Context: an optimization exercise on an open-source flow, tuned for small area, a short achievable clock period and few clock cycles. The choices shown serve that exercise and are no tape-out recipe. At most, simulation tests tie the RTL to the original design; equivalence was not proved. No activity file was given, so power comes from the tool's default toggle rates.

// sbmc_tick
module sbmc_tick #(
    parameter integer DT        = 100,
    parameter integer SCALE     = 1000,
    parameter integer N_AVG     = 4,
    parameter integer MASK_BITS = 0
) (
    input  wire        clk,
    input  wire        rst,
    input  wire [31:0] cfg_dist_target,
    input  wire [7:0]  cfg_n_ramp,
    input  wire [15:0] cfg_dwell_ticks,
    input  wire [7:0]  cfg_spd_op,
    input  wire [7:0]  cfg_spd_step,
    input  wire [15:0] cfg_cmd_stop,
    input  wire [15:0] cfg_cmd_rev,
    input  wire        run,
    input  wire        tick,
    input  wire        smp_valid,
    output wire        smp_ready,
    input  wire [55:0] smp_data,
    output wire        drv_valid,
    input  wire        drv_ready,
    output wire [15:0] drv_data,
    output wire        busy,
    output wire        running,
    output wire        fault,
    output wire [1:0]  phase,
    output wire [7:0]  ramp,
    output wire [15:0] dwell,
    output wire [31:0] acc,
    output wire [31:0] vel,
    output wire [31:0] distance
);
Size: ~300 flip-flops, ~310 I/O pins, about 0.019 mm^2 of cells after synthesis.
export LEC_CHECK = 0
export CAP_MARGIN = 20
export CORE_MARGIN = 2
export CORE_UTILIZATION = 40
export SLEW_MARGIN = 20
create_clock -name core_clock -period 10.0 [get_ports {clk}]
standard.sh (not shown) runs the stock make flow with config.mk's settings and CLKGATE_MAP_FILE= SYNTH_SCRIPT=/design/flow/synth_recipe.tcl, a recipe that flattens the netlist after the stock synthesis.
==> flow/flow/run.sh <==
#!/bin/bash
set -euo pipefail
export SETUP_SLACK_MARGIN=6.3
export BUFFER_PORTS_ARGS="-buffer_cell sky130_fd_sc_hd__buf_2"
bash standard.sh > standard.log 2>&1
Change:
==> flow/flow/run.sh (replaced) <==
#!/bin/bash
set -euo pipefail
export SETUP_SLACK_MARGIN=6.6
export BUFFER_PORTS_ARGS="-buffer_cell sky130_fd_sc_hd__buf_2"
bash standard.sh > standard.log 2>&1
CTS_BUF_LIST = sky130_fd_sc_hd__clkbuf_4 sky130_fd_sc_hd__clkbuf_8   (was default)
TNS_END_PERCENT = 5   (was default)
Outcome: Total power falls by about 2.4%. Routed wire length falls by about 0.7%. Utilization falls by 0.44 points. Hold slack got worse by 0.0057 ns. Critical path depth falls by 1. First-iteration DRC count rises by 2.6%. Cell area falls by 0.90%. Final cell count barely changes. Sequential share of layout area rises by 0.26 points. Non-clock buffer count falls by 27. Sequential power is about the same.
No run of this note included a check of the RTL's function; only the layout flow was run.

* * *

Starting RTL as in the previous note.
==> flow/config.mk <==
export PLATFORM = sky130hd
export DESIGN_NAME = sbmc_tick
export DESIGN_NICKNAME = sbmc_tick
export VERILOG_FILES = /design/flow/design.v
export SDC_FILE = /design/flow/constraint.sdc
export NUM_CORES = 4
export LEC_CHECK = 0
export ABC_AREA = 1
export CAP_MARGIN = 20
export CORE_MARGIN = 2
export CORE_UTILIZATION = 65
export SLEW_MARGIN = 20
==> flow/constraint.sdc <==
create_clock -name core_clock -period 10.0 [get_ports {clk}]
set_input_delay 2.0000 -clock core_clock [delete_from_list [all_inputs] [get_ports {clk}]]
set_output_delay 2.0000 -clock core_clock [all_outputs]
set_load 0.01 [all_outputs]
==> flow/flow/run.sh <==
#!/bin/bash
set -euo pipefail
export SETUP_SLACK_MARGIN=6.6
export BUFFER_PORTS_ARGS="-buffer_cell sky130_fd_sc_hd__buf_2"
bash standard.sh > standard.log 2>&1
Rerun with:
--- a/flow/config.mk
+++ b/flow/config.mk
@@ -7,6 +7,6 @@
 export LEC_CHECK = 0
-export ABC_AREA = 1
 export CAP_MARGIN = 20
 export CORE_MARGIN = 2
-export CORE_UTILIZATION = 65
+export CORE_UTILIZATION = 40
+export CTS_BUF_LIST = sky130_fd_sc_hd__clkbuf_4 sky130_fd_sc_hd__clkbuf_8
 export SLEW_MARGIN = 20
Utilization goes down by 35 points.
Clock skew stays flat.
Hold slack hardly moves.
Fmax goes up by 15%.
Critical path depth goes down by 18.
Global-route usage goes down by 12 points.
Non-clock buffer count goes down by 120.
No run of this note included a check of the RTL's function; only the layout flow was run.

* * *

## job 3991
sbmc_tick, a different RTL version from the one above (not shown whole).
For scale: about 2,600 cells after synthesis, roughly 300 flip-flops, ~310 I/O pins, ~0.020 mm2 of cells after synthesis.
export LEC_CHECK = 0
export ABC_AREA = 1
export CAP_MARGIN = 20
export CORE_MARGIN = 2
export CORE_UTILIZATION = 40
export CTS_BUF_LIST = sky130_fd_sc_hd__clkbuf_4 sky130_fd_sc_hd__clkbuf_8
export SLEW_MARGIN = 20
create_clock -name core_clock -period 10.0 [get_ports {clk}]
Scripts as last shown in full above: flow/flow/run.sh
Testbench counts of job 3991, summed over its fixed seeds: cycles 34,941.
## Diff of input files: job 8442 against job 3991
Settings: an added CTS_CLUSTER_DIAMETER of 70; an added CTS_CLUSTER_SIZE of 20; a deleted ABC_AREA that had been 1.
--- outcome ---
- Job 8442 | stages: all done | timing, DRC, antenna: all pass
- Between job 3991 and job 8442, post-placement setup slack increased.
- Relative contribution of the clock network to total power: job 8442 vs job 3991 down 9.3 points
- Job 8442 vs. job 3991: setup slack went up by 160 ps; clock buffer instance count of the final layout went down 54; clock power has decreased.
Modified inputs, job 3115 compared to job 8442
Settings: CTS_CLUSTER_DIAMETER removed (was 70); CTS_BUF_LIST changed from sky130_fd_sc_hd__clkbuf_4 sky130_fd_sc_hd__clkbuf_8 to sky130_fd_sc_hd__clkbuf_4; CTS_CLUSTER_SIZE removed (was 20).
Notes after the runs:
Of the two values seen for library cell contributing the largest single delay on the critical path, sky130_fd_sc_hd__a2111oi_4 was produced by job 8442 and sky130_fd_sc_hd__edfxtp_1 by job 3115. Clock network latency to the later pin of the worst-skew pair: job 3115 vs job 8442 up 170 ps. Cmp job 3115 and job 8442 / non-clock buffer instance count of the final layout / lower: job 8442. Final area, job 3115 vs job 8442: up by a few percent.
Here is what was changed in the inputs of job 4937 compared with job 3115.
Settings: CTS_CLUSTER_SIZE: unset -> 16; CTS_CLUSTER_DIAMETER: unset -> 80; CTS_BUF_LIST: sky130_fd_sc_hd__clkbuf_4 -> sky130_fd_sc_hd__clkbuf_4 sky130_fd_sc_hd__clkbuf_8.
Results
- Register fraction of the total cell area (higher): job 4937
- Die area: job 3115 vs job 4937 identical
- When job 4937 is measured against job 3115, its utilization turns out 2.7 points lower.
- In job 4937 the minimum period implied by the final worst setup slack turned out 110 ps higher than in job 3115.
- Job 4937 ended up with primary input to flop as its kind of critical path; job 3115 ended up with flop to primary output.
- Job 4937 vs job 3115: proportion of power drawn by combinational gates up in job 4937
- Diff job 4937 and job 3115: critical path depth higher in job 4937
- Relative to job 3115, the final cell area reported for job 4937 is lower.
- Going from job 3115 to job 4937, overall routing resource usage shrinks by 1.5 points.
- Capture point of the worst path: drv_data[15] -> job 3115, s_q[13]$_DFFE_PP_ -> job 4937

## afterwards: timing with drivers on the ports
The flow's constraints put no driver on any port. The routed layouts listed below were extracted and timed again, unchanged, in two steps. Step 1 assumes that a clkbuf_16 drives the clock port and a buf_2 every other input. Step 2, shift: input delay + t, output delay - t, t = (earliest + latest rising clock arrival at the registers) / 2. This alone moves slack from input paths to output paths. Three values: no drivers, after step 1, after step 2; two values: the first two.
run | t, ns | slack for setup (ns) | worst setup path at the end | pins driven straight from the clock port
the first run of note 1 | 0.607 | 6.238 / 6.238 / 5.764 | input to register | 1
the second run of note 1 | 0.702 | 6.173 / 6.173 / 5.709 | input to register | 1
the first run of note 2 | 0.567 | 5.892 / 5.892 / 5.499 | input to register | 1
the second run of note 2 | 0.698 | 6.423 / 6.415 / 5.717 | input to register | 1
job 3991 | 0.696 | 6.343 / 6.370 / 5.674 | input to register | 1
job 8442 | 0.691 | 6.500 / 6.524 / 5.834 | input to register | 1
job 3115 | 0.855 | 6.569 / 6.515 / 5.761 | input to register | 1
job 4937 | 0.670 | 6.461 / 6.483 / 5.813 | input to register | 1
After both steps every run listed still meets setup and hold. The setup slack of job 3115, which loses most, moves by -0.054 ns with the drivers and by -0.808 ns with both steps.
